This design comes from an exercise in tuning for a short achievable clock period and few clock cycles on the open sky130 flow, not from production work.
Only simulation tests tie the RTL to the original design; equivalence was not proved.
Power is estimated from default activity; no workload was simulated.

### design/flow/flow/run.sh
#!/bin/bash
# Layout flow: the standard ORFS flow (standard.sh, unchanged synthesis, floorplan,
# placement, CTS and routing), with the timing repair asked to aim for a setup slack of
# 7 ns at the design's 10 ns clock, so that it keeps improving the critical paths
# instead of stopping once the 10 ns period is met. Make's output goes to make.log here;
# each ORFS step also keeps its own log under orfs/logs/.
set -euo pipefail
cd "$(dirname "$0")/.."
bash standard.sh SETUP_SLACK_MARGIN=7 finish > make.log 2>&1
### design/flow/standard.sh
#!/bin/bash
# synth_recipe.tcl (not shown) runs the flow's synth.tcl, then flattens the netlist and writes it again
# the make line also repeats each setting of config.mk as NAME=value (left out here)
make -C /OpenROAD-flow-scripts/flow DESIGN_CONFIG=/design/flow/config.mk WORK_HOME=/design/flow/orfs CLKGATE_MAP_FILE= SYNTH_SCRIPT=/design/flow/synth_recipe.tcl "${@:-finish}"
### design/flow/config.mk
export PLATFORM = sky130hd
export DESIGN_NAME = swx_top
export DESIGN_NICKNAME = swx_top
export VERILOG_FILES = /design/flow/design.v
export SDC_FILE = /design/flow/constraint.sdc
export NUM_CORES = 4
export LEC_CHECK = 0
export ABC_CLOCK_PERIOD_IN_PS = 3000
export CAP_MARGIN = 20
export CORE_MARGIN = 2
export CORE_UTILIZATION = 40
export SLEW_MARGIN = 20
export SYNTH_HIERARCHICAL = 1
export SYNTH_MINIMUM_KEEP_SIZE = 0
### design/flow/constraint.sdc
create_clock -name core_clock -period 10.0 [get_ports {clk}]
set_input_delay 2.0000 -clock core_clock [delete_from_list [all_inputs] [get_ports {clk}]]
set_output_delay 2.0000 -clock core_clock [all_outputs]
set_load 0.01 [all_outputs]
### design/flow/design.v
module swx_top (
    input  wire        clk,
    input  wire        rst,
    input  wire        req_valid,
    input  wire [7:0]  req_data,
    output wire        req_ready,
    output reg         res_valid,
    output reg         res_ok,
    output reg  [39:0] res_data,
    output reg         fault,
    output reg  [2:0]  fault_code,
    output reg  [7:0]  fault_info,
    output reg         bus_valid,
    output reg  [7:0]  bus_data,
    output reg         bus_last,
    input  wire        bus_ready,
    input  wire [7:0]  bus_rdata,
    output reg         ce,
    output reg  [2:0]  pstate,
    output reg         wait_valid,
    output reg  [2:0]  wait_id,
    output reg  [31:0] wait_us,
    input  wire        wait_ready,
    output reg         rxb_we,
    output reg  [5:0]  rxb_addr,
    output reg  [7:0]  rxb_wdata
);
    localparam [7:0] CFG_PRIM_RX = 8'h01;
    localparam [7:0] CFG_PWR_UP  = 8'h02;
    localparam [4:0] OP_READ_REG    = 5'h01;
    localparam [4:0] OP_WRITE_REG   = 5'h02;
    localparam [4:0] OP_READ_ADDR   = 5'h03;
    localparam [4:0] OP_WRITE_ADDR  = 5'h04;
    localparam [4:0] OP_ADDR_ENCODE = 5'h05;
    localparam [4:0] OP_ADDR_DECODE = 5'h06;
    localparam [4:0] OP_ADDR_PARSE  = 5'h07;
    localparam [4:0] OP_POWER_UP    = 5'h08;
    localparam [4:0] OP_POWER_DOWN  = 5'h09;
    localparam [4:0] OP_START_RADIO = 5'h0A;
    localparam [4:0] OP_STOP_RADIO  = 5'h0B;
    localparam [4:0] OP_START_RX    = 5'h0C;
    localparam [4:0] OP_STOP_RX     = 5'h0D;
    localparam [4:0] OP_RX_READY    = 5'h0E;
    localparam [4:0] OP_RX_DYN      = 5'h0F;
    localparam [4:0] OP_RX_FIXED    = 5'h10;
    localparam [4:0] OP_TX          = 5'h11;
    localparam [4:0] OP_FLUSH_TX    = 5'h12;
    localparam [4:0] OP_FLUSH_RX    = 5'h13;
    localparam [4:0] OP_INIT        = 5'h14;
    localparam [4:0] OP_RX_LOOP     = 5'h15;
    localparam [4:0] OP_SHUTDOWN    = 5'h16;
    localparam [4:0] OP_WAIT        = 5'h17;
    localparam [4:0] K_OPND = 5'h18;
    localparam [2:0] F_ILLEGAL_REQ = 3'd1;
    localparam [2:0] F_WIDTH       = 3'd2;
    localparam [2:0] F_ADDR_REG    = 3'd3;
    localparam [2:0] F_PAYLOAD_LEN = 3'd4;
    localparam [2:0] F_BUS_CLOSED  = 3'd6;
    localparam [2:0] PS_UNKNOWN = 3'd0;
    localparam [2:0] PS_DOWN    = 3'd1;
    localparam [2:0] PS_STANDBY = 3'd2;
    localparam [2:0] PS_LISTEN  = 3'd3;
    localparam [2:0] PS_TX      = 3'd4;
    integer i;
    localparam QD = 16;
    reg  [12:0] qm [0:QD-1];           
    reg  [4:0]  qwp, qrp;
    reg  [12:0] qh;                    
    reg         qhv;
    wire        qv = qhv;
    wire [4:0]  qk = qh[12:8];
    wire [7:0]  qd = qh[7:0];
    wire [4:0]  qmc = qwp - qrp;
    reg         q_push, q_pop;
    reg  [12:0] q_in;
    localparam WD = 8;
    reg  [40:0] wq [0:WD-1];
    reg  [3:0]  wrp, wwp;
    wire [3:0]  wcnt = wwp - wrp;
    wire [40:0] wh = wq[wrp[2:0]];
    reg         w_push, w_pop;
    reg  [40:0] w_in;
    localparam [1:0] I_OP = 2'd0, I_B1 = 2'd1, I_BODY = 2'd2, I_DEAD = 2'd3;
    reg  [1:0]  ist;
    reg  [4:0]  iop;
    reg  [7:0]  icnt;                  
    reg  [3:0]  ipos;                  
    reg  [2:0]  ilim;                  
    reg         ione;                  
    reg  [39:0] iacc;
    reg         ipok, ipnz, ik10;
    reg         iclosed;
    reg         ir_v;
    reg  [7:0]  ir_d;
    reg         req_ready_r;
    assign req_ready = req_ready_r;
    function [4:0] hexval(input [7:0] c);
        if (c >= 8'h30 && c <= 8'h39)      hexval = {1'b0, c[3:0]};
        else if (c >= 8'h61 && c <= 8'h66) hexval = {1'b0, c[3:0] + 4'd9};
        else if (c >= 8'h41 && c <= 8'h46) hexval = {1'b0, c[3:0] + 4'd9};
        else                               hexval = 5'h10;
    endfunction
    function closed_at_op(input [7:0] o);
        closed_at_op = (o == 8'h01) || (o == 8'h02) || (o >= 8'h08 && o <= 8'h10) ||
                       (o >= 8'h12 && o <= 8'h16);
    endfunction
    reg  [1:0]  ist_n;
    reg  [4:0]  iop_n;
    reg  [7:0]  icnt_n;
    reg  [3:0]  ipos_n;
    reg  [2:0]  ilim_n;
    reg         ione_n;
    reg  [39:0] iacc_n;
    reg         ipok_n, ipnz_n, ik10_n, iclosed_n;
    reg  [7:0]  b;
    reg  [4:0]  hv;
    reg  [4:0]  bm;
    reg         blong, bshort;
    always @* begin
        ist_n = ist; iop_n = iop; icnt_n = icnt; ipos_n = ipos; ilim_n = ilim;
        ione_n = ione; iacc_n = iacc; ipok_n = ipok; ipnz_n = ipnz; ik10_n = ik10;
        iclosed_n = iclosed;
        q_push = 1'b0; q_in = 13'd0;
        w_push = 1'b0; w_in = 41'd0;
        b = ir_d;
        bm = ir_d[4:0];
        blong  = (bm == 5'h0A) || (bm == 5'h0B) || (bm == 5'h10);
        bshort = (bm >= 5'h0C) && (bm <= 5'h0F);
        hv = hexval(ir_d);
        if (ir_v) begin
            case (ist)
                I_OP: begin
                    iop_n = b[4:0];
                    if (b == 8'h00 || b > 8'h17) begin
                        q_push = 1'b1; q_in = {K_OPND + F_ILLEGAL_REQ, b}; ist_n = I_DEAD;
                    end else if (iclosed && closed_at_op(b)) begin
                        q_push = 1'b1; q_in = {K_OPND + F_BUS_CLOSED, b}; ist_n = I_DEAD;
                    end else begin
                        case (b[4:0])
                            OP_READ_REG, OP_WRITE_REG, OP_READ_ADDR, OP_WRITE_ADDR,
                            OP_ADDR_ENCODE, OP_ADDR_DECODE, OP_ADDR_PARSE, OP_TX,
                            OP_RX_LOOP, OP_WAIT:
                                ist_n = I_B1;
                            OP_INIT: begin
                                q_push = 1'b1; q_in = {b[4:0], 8'h00};
                                ist_n = I_BODY; icnt_n = 8'd12; ione_n = 1'b0; ipos_n = 4'd0;
                            end
                            default: begin
                                q_push = 1'b1; q_in = {b[4:0], 8'h00};
                                if (b[4:0] == OP_SHUTDOWN) iclosed_n = 1'b1;
                            end
                        endcase
                    end
                end
                I_B1: begin
                    ipos_n = 4'd0; iacc_n = 40'd0; ipok_n = 1'b1; ipnz_n = 1'b0;
                    ik10_n = (b >= 8'd10); ione_n = 1'b0;
                    case (iop)
                        OP_READ_REG: begin
                            q_push = 1'b1; q_in = {iop, b}; ist_n = I_OP;
                        end
                        OP_WRITE_REG: begin
                            q_push = 1'b1; q_in = {iop, b}; ist_n = I_BODY; icnt_n = 8'd1;
                        end
                        OP_READ_ADDR, OP_WRITE_ADDR: begin
                            if (!blong && !bshort) begin
                                q_push = 1'b1; q_in = {K_OPND + F_ADDR_REG, b}; ist_n = I_DEAD;
                            end else if (iclosed) begin
                                q_push = 1'b1; q_in = {K_OPND + F_BUS_CLOSED, 3'b000, iop}; ist_n = I_DEAD;
                            end else begin
                                q_push = 1'b1; q_in = {iop, b};
                                if (iop == OP_READ_ADDR) ist_n = I_OP;
                                else begin ist_n = I_BODY; icnt_n = 8'd5; ione_n = bshort; end
                            end
                        end
                        OP_ADDR_ENCODE, OP_ADDR_DECODE: begin
                            if (b == 8'd0 || b > 8'd5) begin
                                q_push = 1'b1; q_in = {K_OPND + F_WIDTH, b}; ist_n = I_DEAD;
                            end else begin
                                ist_n = I_BODY; ilim_n = b[2:0];
                                icnt_n = (iop == OP_ADDR_ENCODE) ? 8'd5 : {5'b00000, b[2:0]};
                            end
                        end
                        OP_ADDR_PARSE: begin
                            if (b < 8'd10) begin
                                q_push = 1'b1; q_in = {iop, 8'h00};
                                w_push = 1'b1; w_in = 41'd0;
                            end
                            if (b == 8'd0) ist_n = I_OP;
                            else begin ist_n = I_BODY; icnt_n = b; end
                        end
                        OP_TX: begin
                            if (b > 8'd32) begin
                                q_push = 1'b1; q_in = {K_OPND + F_PAYLOAD_LEN, b}; ist_n = I_DEAD;
                            end else if (iclosed) begin
                                q_push = 1'b1; q_in = {K_OPND + F_BUS_CLOSED, 3'b000, iop}; ist_n = I_DEAD;
                            end else begin
                                q_push = 1'b1; q_in = {iop, b};
                                if (b == 8'd0) ist_n = I_OP;
                                else begin ist_n = I_BODY; icnt_n = b; end
                            end
                        end
                        OP_RX_LOOP: begin
                            iacc_n[7:0] = b; ipos_n = 4'd1; ist_n = I_BODY; icnt_n = 8'd1;
                        end
                        default: begin  
                            iacc_n[7:0] = b; ipos_n = 4'd1; ist_n = I_BODY; icnt_n = 8'd3;
                        end
                    endcase
                end
                I_BODY: begin
                    icnt_n = icnt - 8'd1;
                    ipos_n = (ipos == 4'd15) ? ipos : ipos + 4'd1;
                    if (icnt == 8'd1) ist_n = I_OP;
                    case (iop)
                        OP_WRITE_REG, OP_WRITE_ADDR, OP_TX, OP_INIT: begin
                            if (!ione || ipos == 4'd0) begin
                                q_push = 1'b1; q_in = {K_OPND, b};
                            end
                        end
                        OP_ADDR_PARSE: begin
                            if (ipos < 4'd10) begin
                                if (hv[4]) ipok_n = 1'b0;
                                if (hv[3:0] != 4'd0) ipnz_n = 1'b1;
                                iacc_n = {iacc[35:0], hv[3:0]};
                            end
                            if (ik10 && ipos == 4'd9) begin
                                q_push = 1'b1; q_in = {iop, 8'h00};
                                w_push = 1'b1;
                                w_in = (ipok_n && ipnz_n) ? {1'b1, iacc_n} : 41'd0;
                            end
                        end
                        default: begin  
                            for (i = 0; i < 5; i = i + 1)
                                if (ipos == i && (iop != OP_ADDR_ENCODE || i < ilim))
                                    iacc_n[8*i +: 8] = b;
                            if ((iop == OP_ADDR_ENCODE) ? (ipos == {1'b0, ilim - 3'd1}) : (icnt == 8'd1)) begin
                                q_push = 1'b1; q_in = {iop, 8'h00};
                                w_push = 1'b1; w_in = {1'b0, iacc_n};
                            end
                        end
                    endcase
                end
                default: ;
            endcase
        end
    end
    localparam [5:0]
        X_IDLE  = 6'd0,  X_FAULT = 6'd1,
        X_RR_C  = 6'd2,  X_RR_D  = 6'd3,             
        X_WA_C  = 6'd4,                              
        X_OP_W  = 6'd5,  X_OP_D  = 6'd6,             
        X_RA_C  = 6'd7,  X_RA_F  = 6'd8,  X_RS_C = 6'd9, X_RS_D = 6'd10,    
        X_CW_RES= 6'd11,                             
        X_CW_CF = 6'd12,                             
        X_CF_C  = 6'd13, X_CF_D  = 6'd14, X_CF_W = 6'd15, X_CF_V = 6'd16, X_CF_WT = 6'd17,
        X_RY_C  = 6'd18, X_RY_S  = 6'd19,            
        X_FX_C  = 6'd20, X_FX_S  = 6'd21,            
        X_BD_C  = 6'd22, X_BD_S  = 6'd23, X_BD_Q = 6'd24, X_BD_N = 6'd25,
        X_BD_FL = 6'd26, X_BD_P  = 6'd27, X_BD_R = 6'd28, X_BD_TC = 6'd29, X_BD_TV = 6'd30,
        X_LP_W  = 6'd31,                             
        X_TX_E  = 6'd32, X_TX_A  = 6'd33, X_TX_CW = 6'd34,
        X_TP_C  = 6'd35, X_TP_S  = 6'd36, X_TP_W = 6'd37,
        X_TS_C  = 6'd38, X_TS_V  = 6'd39, X_TM_E = 6'd40,
        X_TT_W  = 6'd41, X_TT_E  = 6'd42,
        X_FL    = 6'd43,                             
        X_IN_R  = 6'd44, X_IN_K  = 6'd45,            
        X_IN_E  = 6'd46;
    reg [5:0]  st;
    reg [4:0]  eop;
    reg [4:0]  em;
    reg        elong;
    reg [5:0]  elen;
    reg [5:0]  rc;
    reg [5:0]  bidx;
    reg [7:0]  rsp;
    reg [39:0] a40;
    reg [6:0]  pcnt;
    reg [15:0] lcnt;
    reg [15:0] plcnt;
    reg [5:0]  nlen;
    reg        nz;
    reg        lph;
    reg        tok;
    reg [1:0]  isub;
    reg [3:0]  ik;           
    reg        cfg_known;
    reg [7:0]  cfgsh;
    reg        xfirst, xp1, x20;
    reg [5:0]  st_n;
    reg [4:0]  eop_n, em_n;
    reg        elong_n;
    reg [5:0]  elen_n, rc_n, bidx_n, nlen_n;
    reg [7:0]  rsp_n;
    reg [39:0] a40_n;
    reg [6:0]  pcnt_n;
    reg [15:0] lcnt_n, plcnt_n;
    reg        nz_n, lph_n, tok_n;
    reg [1:0]  isub_n;
    reg [3:0]  ik_n;
    reg        cfg_known_n;
    reg [7:0]  cfgsh_n;
    reg        xfirst_n, xp1_n, x20_n;
    reg        bv_n, bl_n, wv_n, ce_n, rv_n, ro_n, rw_n, f_n;
    reg [7:0]  bd_n, rwd_n, fi_n;
    reg [2:0]  wi_n, fc_n;
    reg [31:0] wu_n;
    reg [39:0] rd_n;
    reg [5:0]  ra_n;
    wire go = bus_valid ? bus_ready : (wait_valid ? wait_ready : 1'b1);
    reg  xq_pop, xw_pop;
    always @* begin
        q_pop = xq_pop && go;
        w_pop = xw_pop && go;
    end
    wire rdy   = (bus_rdata[3:1] != 3'b111);        
    wire [2:0] ps_n = !cfg_known_n       ? PS_UNKNOWN :
                      !cfgsh_n[1]        ? PS_DOWN    :
                      !ce_n              ? PS_STANDBY :
                      cfgsh_n[0]         ? PS_LISTEN  : PS_TX;
    reg [7:0] cfmod;
    always @* begin
        case (eop)
            OP_START_RADIO, OP_INIT:   cfmod = bus_rdata | CFG_PWR_UP;
            OP_STOP_RADIO, OP_SHUTDOWN: cfmod = bus_rdata & ~CFG_PWR_UP;
            OP_START_RX:               cfmod = bus_rdata | CFG_PRIM_RX;
            OP_STOP_RX:                cfmod = bus_rdata & ~CFG_PRIM_RX;
            default:                   cfmod = lph ? (bus_rdata & ~CFG_PRIM_RX) : (bus_rdata | CFG_PRIM_RX);
        endcase
    end
    wire [2:0] cf_wid = (eop == OP_START_RX || eop == OP_STOP_RX || eop == OP_RX_LOOP) ? 3'd3 : 3'd2;
    always @* begin
        st_n = st; eop_n = eop; em_n = em; elong_n = elong; elen_n = elen; rc_n = rc;
        bidx_n = bidx; rsp_n = rsp; a40_n = a40; pcnt_n = pcnt; lcnt_n = lcnt;
        plcnt_n = plcnt; nlen_n = nlen; nz_n = nz; lph_n = lph; tok_n = tok; isub_n = isub;
        ik_n = ik;
        cfg_known_n = cfg_known; cfgsh_n = cfgsh;
        xfirst_n = xfirst; xp1_n = xp1; x20_n = x20;
        bv_n = 1'b0; bd_n = bus_data; bl_n = bus_last;
        wv_n = 1'b0; wi_n = wait_id; wu_n = wait_us;
        ce_n = ce;
        rv_n = 1'b0; ro_n = res_ok; rd_n = res_data;
        rw_n = 1'b0; ra_n = rxb_addr; rwd_n = rxb_wdata;
        f_n = fault; fc_n = fault_code; fi_n = fault_info;
        xq_pop = 1'b0; xw_pop = 1'b0;
        if (bus_valid) begin
            xfirst_n = bus_last;
            xp1_n    = xfirst;
            if (xfirst) x20_n = (bus_data == 8'h20);
            if (bus_last && !xfirst && xp1 && x20) begin
                cfg_known_n = 1'b1;
                cfgsh_n     = bus_data;
            end
        end
        case (st)
            X_IDLE: if (qv) begin
                xq_pop = 1'b1;
                eop_n = qk; em_n = qd[4:0];
                elong_n = (qd[4:0] == 5'h0A) || (qd[4:0] == 5'h0B) || (qd[4:0] == 5'h10);
                elen_n = qd[5:0];
                case (qk)
                    OP_READ_REG: begin begin bv_n = 1'b1; bd_n = ({3'b000, qd[4:0]}); bl_n = (1'b0); end st_n = X_RR_C; end
                    OP_WRITE_REG: begin begin bv_n = 1'b1; bd_n = ({3'b001, qd[4:0]}); bl_n = (1'b0); end st_n = X_WA_C; elong_n = 1'b0; end
                    OP_WRITE_ADDR: begin begin bv_n = 1'b1; bd_n = ({3'b001, qd[4:0]}); bl_n = (1'b0); end st_n = X_WA_C; end
                    OP_READ_ADDR: begin
                        if (elong_n) begin bv_n = 1'b1; bd_n = ({3'b000, qd[4:0]}); bl_n = (1'b0); end
                        else         begin bv_n = 1'b1; bd_n = (8'h0B); bl_n = (1'b0); end
                        st_n = X_RA_C;
                    end
                    OP_ADDR_ENCODE, OP_ADDR_DECODE, OP_ADDR_PARSE: begin
                        xw_pop = 1'b1;
                        begin rv_n = 1'b1; ro_n = (wh[40]); rd_n = (wh[39:0]); st_n = X_IDLE; end
                    end
                    OP_POWER_UP:   begin ce_n = 1'b1; begin wv_n = 1'b1; wi_n = (3'd0); end st_n = X_CW_RES; end
                    OP_POWER_DOWN: begin ce_n = 1'b0; begin wv_n = 1'b1; wi_n = (3'd1); end st_n = X_CW_RES; end
                    OP_START_RADIO, OP_STOP_RADIO, OP_SHUTDOWN: begin begin bv_n = 1'b1; bd_n = (8'h00); bl_n = (1'b0); end st_n = X_CF_C; end
                    OP_START_RX:   begin ce_n = 1'b1; begin wv_n = 1'b1; wi_n = (3'd0); end st_n = X_CW_CF; end
                    OP_STOP_RX:    begin ce_n = 1'b0; begin wv_n = 1'b1; wi_n = (3'd1); end st_n = X_CW_CF; end
                    OP_RX_READY:   begin begin bv_n = 1'b1; bd_n = (8'h07); bl_n = (1'b0); end st_n = X_RY_C; end
                    OP_RX_DYN:     begin begin bv_n = 1'b1; bd_n = (8'h07); bl_n = (1'b0); end st_n = X_BD_C; end
                    OP_RX_FIXED:   begin begin bv_n = 1'b1; bd_n = (8'h07); bl_n = (1'b0); end st_n = X_FX_C; end
                    OP_TX:         begin begin bv_n = 1'b1; bd_n = (8'hE1); bl_n = (1'b1); end st_n = X_TX_E; end
                    OP_FLUSH_TX:   begin begin bv_n = 1'b1; bd_n = (8'hE1); bl_n = (1'b1); end st_n = X_FL; end
                    OP_FLUSH_RX:   begin begin bv_n = 1'b1; bd_n = (8'hE2); bl_n = (1'b1); end st_n = X_FL; end
                    OP_INIT:       begin begin bv_n = 1'b1; bd_n = (8'h30); bl_n = (1'b0); end st_n = X_WA_C; elong_n = 1'b1; isub_n = 2'd0; end
                    OP_RX_LOOP: begin
                        xw_pop = 1'b1;
                        lcnt_n = wh[15:0]; plcnt_n = 16'd0; lph_n = 1'b0;
                        ce_n = 1'b1; begin wv_n = 1'b1; wi_n = (3'd0); end st_n = X_CW_CF;
                    end
                    OP_WAIT: begin
                        xw_pop = 1'b1;
                        wu_n = wh[31:0];
                        begin wv_n = 1'b1; wi_n = (3'd6); end st_n = X_CW_RES;
                    end
                    default: begin  
                        f_n = 1'b1; fc_n = qk[2:0]; fi_n = qd; st_n = X_FAULT;
                    end
                endcase
            end
            X_RR_C: begin begin bv_n = 1'b1; bd_n = (8'hFF); bl_n = (1'b1); end st_n = X_RR_D; end
            X_RR_D: begin rv_n = 1'b1; ro_n = (1'b0); rd_n = ({32'd0, bus_rdata}); st_n = X_IDLE; end
            X_WA_C: begin
                rc_n = elong ? 6'd5 : 6'd1;
                if (qv) begin xq_pop = 1'b1; begin bv_n = 1'b1; bd_n = (qd); bl_n = (!elong); end st_n = X_OP_D; end
                else st_n = X_OP_W;
            end
            X_TX_A: begin
                if (elen == 6'd0) begin
                    ce_n = 1'b1; begin wv_n = 1'b1; wi_n = (3'd0); end st_n = X_TX_CW; pcnt_n = 7'd0;
                end else begin
                    rc_n = elen;
                    if (qv) begin xq_pop = 1'b1; begin bv_n = 1'b1; bd_n = (qd); bl_n = (elen == 6'd1); end st_n = X_OP_D; end
                    else st_n = X_OP_W;
                end
            end
            X_OP_W: if (qv) begin xq_pop = 1'b1; begin bv_n = 1'b1; bd_n = (qd); bl_n = (rc == 6'd1); end st_n = X_OP_D; end
            X_OP_D: begin
                if (rc == 6'd1) begin
                    case (eop)
                        OP_TX: begin ce_n = 1'b1; begin wv_n = 1'b1; wi_n = (3'd0); end st_n = X_TX_CW; pcnt_n = 7'd0; end
                        OP_INIT: begin
                            isub_n = isub + 2'd1;
                            case (isub)
                                2'd0: begin begin bv_n = 1'b1; bd_n = (8'h2B); bl_n = (1'b0); end st_n = X_WA_C; end
                                2'd1: begin begin bv_n = 1'b1; bd_n = (8'h26); bl_n = (1'b0); end st_n = X_IN_K; ik_n = 4'd1; end
                                2'd2: begin begin bv_n = 1'b1; bd_n = (8'h20); bl_n = (1'b0); end st_n = X_IN_K; ik_n = 4'd8; end
                                default: begin begin bv_n = 1'b1; bd_n = (8'h00); bl_n = (1'b0); end st_n = X_CF_C; end
                            endcase
                        end
                        default: begin rv_n = 1'b1; ro_n = (1'b0); rd_n = (res_data); st_n = X_IDLE; end
                    endcase
                end else begin
                    rc_n = rc - 6'd1;
                    if (qv) begin xq_pop = 1'b1; begin bv_n = 1'b1; bd_n = (qd); bl_n = (rc == 6'd2); end end
                    else st_n = X_OP_W;
                end
            end
            X_IN_K: begin
                ik_n = ik + 4'd1;
                case (ik)
                    4'd1: begin bv_n = 1'b1; bd_n = (8'h0F); bl_n = (1'b1); end
                    4'd2: begin bv_n = 1'b1; bd_n = (8'h3C); bl_n = (1'b0); end
                    4'd3: begin bv_n = 1'b1; bd_n = (8'h3F); bl_n = (1'b1); end
                    4'd4: begin bv_n = 1'b1; bd_n = (8'h3D); bl_n = (1'b0); end
                    4'd5: begin bv_n = 1'b1; bd_n = (8'h04); bl_n = (1'b1); end
                    4'd6: begin bv_n = 1'b1; bd_n = (8'h25); bl_n = (1'b0); end
                    4'd8: begin bv_n = 1'b1; bd_n = (8'h0C); bl_n = (1'b1); end
                    4'd9: begin bv_n = 1'b1; bd_n = (8'h24); bl_n = (1'b0); end
                    default: begin  
                        rc_n = 6'd1;
                        if (qv) begin xq_pop = 1'b1; begin bv_n = 1'b1; bd_n = (qd); bl_n = (1'b1); end st_n = X_OP_D; end
                        else st_n = X_OP_W;
                    end
                endcase
            end
            X_RA_C: begin begin bv_n = 1'b1; bd_n = (8'hFF); bl_n = (1'b0); end rc_n = 6'd5; st_n = X_RA_F; end
            X_RA_F: begin
                case (rc[2:0])
                    3'd5:    a40_n[7:0]   = bus_rdata;
                    3'd4:    a40_n[15:8]  = bus_rdata;
                    3'd3:    a40_n[23:16] = bus_rdata;
                    3'd2:    a40_n[31:24] = bus_rdata;
                    default: a40_n[39:32] = bus_rdata;
                endcase
                rc_n = rc - 6'd1;
                if (rc == 6'd1) begin
                    if (elong) begin rv_n = 1'b1; ro_n = (1'b0); rd_n = ({bus_rdata, a40[31:0]}); st_n = X_IDLE; end
                    else begin begin bv_n = 1'b1; bd_n = ({3'b000, em}); bl_n = (1'b0); end st_n = X_RS_C; end
                end else begin bv_n = 1'b1; bd_n = (8'hFF); bl_n = (rc == 6'd2); end
            end
            X_RS_C: begin begin bv_n = 1'b1; bd_n = (8'hFF); bl_n = (1'b1); end st_n = X_RS_D; end
            X_RS_D: begin rv_n = 1'b1; ro_n = (1'b0); rd_n = ({a40[39:8], bus_rdata}); st_n = X_IDLE; end
            X_CW_RES: begin rv_n = 1'b1; ro_n = (tok); rd_n = (res_data); st_n = X_IDLE; end
            X_CW_CF:  begin begin bv_n = 1'b1; bd_n = (8'h00); bl_n = (1'b0); end st_n = X_CF_C; end
            X_CF_C:  begin begin bv_n = 1'b1; bd_n = (8'hFF); bl_n = (1'b1); end st_n = X_CF_D; end
            X_CF_D:  begin rsp_n = cfmod; begin bv_n = 1'b1; bd_n = (8'h20); bl_n = (1'b0); end st_n = X_CF_W; end
            X_CF_W:  begin begin bv_n = 1'b1; bd_n = (rsp); bl_n = (1'b1); end st_n = X_CF_V; end
            X_CF_V:  begin begin wv_n = 1'b1; wi_n = (cf_wid); end st_n = X_CF_WT; end
            X_CF_WT: begin
                if (eop == OP_INIT) begin begin bv_n = 1'b1; bd_n = (8'hE2); bl_n = (1'b1); end st_n = X_FL; end
                else if (eop == OP_RX_LOOP && !lph) begin
                    lph_n = 1'b1;
                    if (lcnt == 16'd0) begin ce_n = 1'b0; begin wv_n = 1'b1; wi_n = (3'd1); end st_n = X_CW_CF; end
                    else begin begin bv_n = 1'b1; bd_n = (8'h07); bl_n = (1'b0); end st_n = X_BD_C; end
                end else begin rv_n = 1'b1; ro_n = (1'b0); rd_n = ({24'd0, plcnt}); st_n = X_IDLE; end
            end
            X_FL: begin rv_n = 1'b1; ro_n = (1'b0); rd_n = (res_data); st_n = X_IDLE; end
            X_RY_C: begin begin bv_n = 1'b1; bd_n = (8'hFF); bl_n = (1'b1); end st_n = X_RY_S; end
            X_RY_S: begin rv_n = 1'b1; ro_n = (rdy); rd_n = (res_data); st_n = X_IDLE; end
            X_FX_C: begin begin bv_n = 1'b1; bd_n = (8'hFF); bl_n = (1'b1); end st_n = X_FX_S; end
            X_FX_S: begin
                bd_n = 8'h61; bl_n = 1'b0; rc_n = 6'd8; bidx_n = 6'd0; ro_n = 1'b0;
                rv_n = 1'b1; st_n = X_IDLE;              
            end
            X_BD_C: begin begin bv_n = 1'b1; bd_n = (8'hFF); bl_n = (1'b1); end st_n = X_BD_S; end
            X_BD_S: begin
                bd_n = 8'h60; bl_n = 1'b0; wi_n = 3'd5; rd_n = 40'd0; ro_n = 1'b0;
                nlen_n = 6'd0; nz_n = 1'b0;
                if (eop == OP_RX_DYN) begin rv_n = 1'b1; st_n = X_IDLE; end
                else begin wv_n = 1'b1; st_n = X_LP_W; end
            end
            X_BD_Q: begin begin bv_n = 1'b1; bd_n = (8'hFF); bl_n = (1'b1); end st_n = X_BD_N; end
            X_BD_N: begin
                nlen_n = bus_rdata[5:0]; rc_n = bus_rdata[5:0]; bidx_n = 6'd0;
                ra_n = bus_rdata[5:0]; rwd_n = 8'h00;
                bv_n = 1'b1; bd_n = 8'hE2; bl_n = 1'b1; st_n = X_BD_FL;    
            end
            X_BD_FL: begin
                if (eop == OP_RX_DYN) begin rv_n = 1'b1; ro_n = (1'b0); rd_n = (40'd0); st_n = X_IDLE; end
                else begin nz_n = 1'b0; begin wv_n = 1'b1; wi_n = (3'd5); end st_n = X_LP_W; end
            end
            X_BD_P: begin
                if (rc == 6'd0) begin begin bv_n = 1'b1; bd_n = (8'h27); bl_n = (1'b0); end st_n = X_BD_TC; end
                else begin begin bv_n = 1'b1; bd_n = (8'hFF); bl_n = (rc == 6'd1); end st_n = X_BD_R; end
            end
            X_BD_R: begin
                rw_n = 1'b1; ra_n = bidx; rwd_n = bus_rdata;
                bidx_n = bidx + 6'd1;
                rc_n = rc - 6'd1;
                if (rc == 6'd1) begin begin bv_n = 1'b1; bd_n = (8'h27); bl_n = (1'b0); end st_n = X_BD_TC; end
                else begin bv_n = 1'b1; bd_n = (8'hFF); bl_n = (rc == 6'd2); end
            end
            X_BD_TC: begin begin bv_n = 1'b1; bd_n = (8'h40); bl_n = (1'b1); end st_n = X_BD_TV; end
            X_BD_TV: begin
                if (eop == OP_RX_FIXED) begin rv_n = 1'b1; ro_n = (1'b1); rd_n = (res_data); st_n = X_IDLE; end
                else if (eop == OP_RX_DYN) begin rv_n = 1'b1; ro_n = (1'b0); rd_n = ({34'd0, nlen}); st_n = X_IDLE; end
                else begin nz_n = (nlen != 6'd0); begin wv_n = 1'b1; wi_n = (3'd5); end st_n = X_LP_W; end
            end
            X_LP_W: begin
                lcnt_n = lcnt - 16'd1;
                plcnt_n = plcnt + {15'd0, nz};
                if (lcnt == 16'd1) begin ce_n = 1'b0; begin wv_n = 1'b1; wi_n = (3'd1); end st_n = X_CW_CF; end
                else begin begin bv_n = 1'b1; bd_n = (8'h07); bl_n = (1'b0); end st_n = X_BD_C; end
            end
            X_TX_E:  begin begin bv_n = 1'b1; bd_n = (8'hA0); bl_n = (elen == 6'd0); end st_n = X_TX_A; end
            X_TX_CW: begin begin bv_n = 1'b1; bd_n = (8'h07); bl_n = (1'b0); end st_n = X_TP_C; end
            X_TP_C:  begin begin bv_n = 1'b1; bd_n = (8'hFF); bl_n = (1'b1); end st_n = X_TP_S; end
            X_TP_S:  begin
                pcnt_n = pcnt + 7'd1;
                bd_n = 8'h27; bl_n = 1'b0; wi_n = 3'd4;
                rsp_n = bus_rdata[5] ? 8'h20 : 8'h10; tok_n = bus_rdata[5];
                wv_n = 1'b1; st_n = X_TP_W;              
            end
            X_TS_C: begin begin bv_n = 1'b1; bd_n = (rsp); bl_n = (1'b1); end st_n = X_TS_V; end
            X_TS_V: begin
                if (tok) begin ce_n = 1'b0; begin wv_n = 1'b1; wi_n = (3'd1); end st_n = X_CW_RES; end
                else begin begin bv_n = 1'b1; bd_n = (8'hE1); bl_n = (1'b1); end st_n = X_TM_E; end
            end
            X_TM_E: begin ce_n = 1'b0; begin wv_n = 1'b1; wi_n = (3'd1); end st_n = X_CW_RES; end
            X_TP_W: begin
                if (pcnt == 7'd100) begin ce_n = 1'b0; begin wv_n = 1'b1; wi_n = (3'd1); end st_n = X_TT_W; end
                else begin begin bv_n = 1'b1; bd_n = (8'h07); bl_n = (1'b0); end st_n = X_TP_C; end
            end
            X_TT_W: begin begin bv_n = 1'b1; bd_n = (8'hE1); bl_n = (1'b1); end st_n = X_TT_E; end
            X_TT_E: begin tok_n = 1'b0; begin rv_n = 1'b1; ro_n = (1'b0); rd_n = (res_data); st_n = X_IDLE; end end
            default: ;   
        endcase
    end
    wire st_bds = (st == X_BD_S);
    wire st_fxs = (st == X_FX_S);
    wire st_bdn = (st == X_BD_N);
    wire st_tps = (st == X_TP_S);
    wire br = ((st_bds || st_fxs) && rdy) || (st_bdn && bus_rdata <= 8'd32) ||
              (st_tps && (bus_rdata[5] || bus_rdata[4]));
    wire [5:0] a_st = st_bds ? X_BD_Q : (st_tps ? X_TS_C : X_BD_P);
    wire [7:0] a_bd = st_bds ? 8'h60 : (st_tps ? 8'h27 : 8'h61);
    wire       a_bl = st_bdn && (bus_rdata == 8'd0);
    localparam HC = 26, HD = 68;
    wire [HC-1:0] hc_y;
    wire [HD-1:0] hd_y;
    wire [1:0]    hp_y;
    swx_step #(17) u_step_c (
        .go(go), .br(br),
        .a({a_st, 1'b1, 1'b0, a_bd, a_bl}),
        .b({st_n, bv_n, wv_n, bd_n, bl_n}),
        .q({st, bus_valid, wait_valid, bus_data, bus_last}),
        .y({hc_y[25:20], hc_y[17:16], hc_y[11:3]}));
    swx_hold #(9) u_hold_c (
        .en(go),
        .d({cfg_known_n, xfirst_n, ce_n, ps_n, wi_n}),
        .q({cfg_known, xfirst, ce, pstate, wait_id}),
        .y({hc_y[19:18], hc_y[15:12], hc_y[2:0]}));
    swx_hold #(HD) u_hold_d (
        .en(go),
        .d({lph_n, rc_n, bidx_n, pcnt_n, lcnt_n, plcnt_n, isub_n, ik_n, cfgsh_n, xp1_n, x20_n}),
        .q({lph, rc, bidx, pcnt, lcnt, plcnt, isub, ik, cfgsh, xp1, x20}),
        .y(hd_y));
    swx_step #(2) u_step_p (.go(go), .br(br), .a({1'b0, st_bdn}), .b({rv_n, rw_n}), .q(2'b00), .y(hp_y));
    wire        qmne = (qwp != qrp);
    wire        qtake = !qhv || q_pop;
    wire [18:0] hq_y;
    swx_hold #(19) u_hold_q (
        .en(qtake),
        .d({qmne ? qm[qrp[3:0]] : q_in, (qmne || q_push) ? qrp + 5'd1 : qrp, qmne || q_push}),
        .q({qh, qrp, qhv}),
        .y(hq_y));
    wire [3:0]  hw_y;
    swx_hold #(4) u_hold_w (.en(w_pop), .d(wrp + 4'd1), .q(wrp), .y(hw_y));
    always @(posedge clk) begin
        if (rst) begin
            qwp <= 5'd0; qrp <= 5'd0; qhv <= 1'b0;
            wrp <= 4'd0; wwp <= 4'd0;
            ir_v <= 1'b0; req_ready_r <= 1'b1;
            ist <= I_OP; iclosed <= 1'b0;
            st <= X_IDLE; cfg_known <= 1'b0; xfirst <= 1'b1;
            bus_valid <= 1'b0; wait_valid <= 1'b0; ce <= 1'b0; pstate <= PS_UNKNOWN;
            res_valid <= 1'b0; rxb_we <= 1'b0; fault <= 1'b0;
            wait_us <= 32'd0;
            res_ok <= 1'b0; res_data <= 40'd0; rxb_addr <= 6'd0; rxb_wdata <= 8'h00;
            fault_code <= 3'd0; fault_info <= 8'h00;
        end else begin
            if (q_push) qwp <= qwp + 5'd1;
            {qrp, qhv} <= hq_y[5:0];
            if (w_push) wwp <= wwp + 4'd1;
            wrp <= hw_y;
            ir_v <= req_valid && req_ready_r;
            req_ready_r <= (ist != I_DEAD) && (qmc <= QD - 4) && (wcnt <= WD - 4);
            ist <= ist_n; iclosed <= iclosed_n;
            {st, cfg_known, xfirst, bus_valid, wait_valid, ce, pstate} <= hc_y[HC-1:12];
            fault <= f_n;
            wait_us <= wu_n;
            res_ok <= ro_n; res_data <= rd_n;
            rxb_addr <= ra_n; rxb_wdata <= rwd_n;
            fault_code <= fc_n; fault_info <= fi_n;
            {res_valid, rxb_we} <= hp_y;
        end
    end
    always @(posedge clk) begin
        qm[qwp[3:0]] <= q_in;
        wq[wwp[2:0]] <= w_in;
        qh <= hq_y[18:6];
        ir_d <= req_data;
        iop <= iop_n; icnt <= icnt_n; ipos <= ipos_n; ilim <= ilim_n;
        ione <= ione_n; iacc <= iacc_n; ipok <= ipok_n; ipnz <= ipnz_n; ik10 <= ik10_n;
        {lph, rc, bidx, pcnt, lcnt, plcnt, isub, ik, cfgsh, xp1, x20} <= hd_y;
        {bus_data, bus_last, wait_id} <= hc_y[11:0];
        eop <= eop_n; em <= em_n; elong <= elong_n; elen <= elen_n;
        rsp <= rsp_n; a40 <= a40_n; nlen <= nlen_n; nz <= nz_n; tok <= tok_n;
    end
endmodule
module swx_hold #(parameter W = 1) (
    input  wire         en,
    input  wire [W-1:0] d,
    input  wire [W-1:0] q,
    output wire [W-1:0] y
);
    assign y = en ? d : q;
endmodule
module swx_step #(parameter W = 1) (
    input  wire         go,
    input  wire         br,
    input  wire [W-1:0] a,
    input  wire [W-1:0] b,
    input  wire [W-1:0] q,
    output wire [W-1:0] y
);
    assign y = go ? (br ? a : b) : q;
endmodule
==> results.txt <==
-- repair_timing --
action / in CTS / in global routing
setup buffers: 116 / 76
setup endpoints to repair: 909 / 694
resized for setup: 1072 / 137
cloned: 14 / 8
pin swaps: 49 / 54
-- through the flow --
step | area [sq um] | hold slack (ns) | utilization, % | cells | worst slack, ns
after detailed placement | 47120 | 0.4574 | 43.29 | 5029 | 5.239
after floorplan | 44290 | 0.4284 | - | 3641 | 5.865
after global routing | 54600 | 0.4810 | 50.16 | 5420 | 6.649
after CTS | 53190 | 0.4686 | 48.86 | 5336 | 6.680
final | 54600 | 0.4670 | 50.16 | 5420 | 6.712
after global placement | 47110 | 0.4466 | 43.28 | 5029 | 5.256
-- state kept, by name, summed over array words and instances, names as in the netlist, 13 cells and up --
name      count
wait_us      32
qh           13
iacc         40
plcnt        16
wq          328
res_data     40
qm          208
lcnt         16
a40          40
-- area by class of cell --
class,count,area share (%)
repair buffers,438,8.664
well taps,1414,3.240
clock inverters,60,1.095
inverters,71,0.6026
flip-flops and latches,902,45.76
multi-input cells,2415,36.04
clock buffers,117,4.562
repair inverters,3,0.04125
-- worst max-delay path: cells and delay by family --
kind	cells	cell delay, ns
buffers and inverters	4	0.49
AND/OR/NAND/NOR	4	0.96
AO/OA/AOI/OAI	2	0.22
multiplexers	1	0.19
-- worst paths after layout --
check,startpoint,endpoint,depth (start not counted),slack [ns]
setup / recovery,bus_rdata[1],rxb_we,11,6.71
hold / removal,rxb_addr[5],rxb_addr[5],2,0.47
setup reg to reg,st[0],bus_data[3],11,6.84
hold reg to reg,rxb_addr[5],rxb_addr[5],2,0.47
-- power groups by stage --
stage | logic, mW | registers, mW | clock network [mW]
3_3_place_gp | 3.29 | 4.54 | 0
3_5_place_dp | 3.29 | 4.54 | 0
5_1_grt | 4.22 | 4.51 | 3.74
6_report | 4.00 | 4.49 | 3.52
2_1_floorplan | 2.29 | 4.45 | 0
4_1_cts | 3.70 | 4.47 | 3.58
-- placed cells by master (no fill, tap or decap), types with 104 or more instances in the layout --
cell / count
buf_4: 208
o21ai_0: 169
clkbuf_16: 104
mux2i_1: 129
buf_6: 157
nor2_1: 322
edfxtp_1: 668
a21oi_1: 163
nand2_1: 296
mux4_2: 147
dfxtp_2: 117
-- metal layers --
metal / global-route usage (%) / share of wire, % / vias up
met1: 33.39 / 41 / 16350
met5: 0 / 0.039 / -
met4: 8.845 / 3.9 / 8
met3: 3.661 / 7.4 / 311
met2: 40.06 / 48 / 1520
li1: - / - / 14550
==> impl_metrics.toml <==
[outcome]
outcome = "timing/DRC/antenna clean"

[timing]
worst_pin_slew_ns = 1.059
setup_viol = 0
max_freq_ghz = 0.3041
skew_ns = 0.04645
slew_violations = 0
setup_tns_ns = 0
grt_setup_unrepaired = "true"
finalCritPeriodShare_pct = 32.88
finalHoldViolations = 0
slew_headroom_pct = 28.83
min_period_ns = 3.288

[power]
p_per_area_nw_per_um2 = 220.0
p_clk_share_pct = 29.3
swShare_pct = 33.95
total_power_mw = 12.01
power_switching_mw = 4.078
combPwrFrac_pct = 33.3
power_leakage_nw = 19.69
peakVddDrop_mv = 0.2590
intPower_mw = 7.933
seq_power_share_pct = 37.4

[detailed_routing]
drt_first_pass_iters = 8
routed_wl_um = 142500
routed_via_density = 6.041
drc_errors = 0
vias = 32740
dr.first_iter.drc_count = 3846
drt.antenna.violating_nets = 0
wl_per_cell_um = 26.29

[setup_path]
startpoint_type = "input pin"
cp.arrival_ns = 3.85
required_ns = 10.56
path_max_fanout = 5
path_class = "input pin to flop"
slowest_delay_ns = 0.53
crit_path_cell_trace = "buf_6 -> buf_8 -> or4_4 -> o21ai_2 -> nand3_2 -> nand3_4 -> buf_16 -> buf_12 -> mux2i_1 -> a21oi_1 -> nor2b_1"
end_kind = "flop"
slowest_stage = "or4_4"

[logic_synthesis]
syn_area_per_cell_sq_um = 12.08
synth.yosys.warnings = 7
synth.cell_area_sq_um = 43890
syn-instance-count = 3634

[clocking]
cts-htree-levels = 3
path_clk_slew_ns = 0.06
numCtsBuffers = 95
cts_root_buffer = "clkbuf_16"
clk_latency_ns = 0.70
cts_tree = "built"
cts.sinks = 902
cts-hold-fix-buffers = 0
clockBufferDepth = 3

[place]
hpwl_um = 87190
gp_congestion = 0.9819
portBuffers = 140

[global_route]
grt_pass1_wl_um = 207500
grt_usage_pct = 24.58
grt_start_max_net_pins = 87
antenna_found_initial = 4
grt_remaining_overflow = 0
grt_pass1_vias = 31040

[worst_hold_path]
min_path_type = "flop to flop"

[cells_and_area]
regArea_sq_um = 24980
multiInputGateArea_sq_um = 19680
final.fill_count = 9385
diodes = 0
syn_to_final_growth_pct = 24.40
layout-drive-gt1-share_pct = 30.70
layout.nets = 4002

[die]
die_h_um = 335.3
die_area_sq_um = 112400
coreArea_sq_um = 108900
initial_core_util_pct = 40.32
num_rows = 121
die_w_um = 335.3
io_pins = 141

[flow_run]
cap_violations = 0
Testbench counts, summed over its fixed seeds: cycles 19,161.

static timing again, ports no longer ideal:
The results above use ideal ports. As a check the final layout listed here was re-extracted and re-timed, cells and wires unchanged.
Step 1 (the two cells are an assumption about what drives the block):
set clk [get_ports {clk}]
set_driving_cell -lib_cell sky130_fd_sc_hd__clkbuf_16 $clk
set_driving_cell -lib_cell sky130_fd_sc_hd__buf_2 [delete_from_list [all_inputs] $clk]
Step 2 adds t to the input delays and takes it off the output delays; t is the mean of the earliest and latest rising clock arrival at the registers after step 1. Input paths then give back, and output paths get back, about the clock's delay inside the block.
Three values: ideal ports, drivers, drivers and shift; two values: the first two.
t (ns): 0.752
setup slack, ns: 6.712 / 6.644 / 6.004
worst slew at a driven data input, ns: 0.04
After both steps setup and hold are still met in this run. The setup slack of this run moves by -0.068 ns with the drivers and by -0.708 ns with both steps.
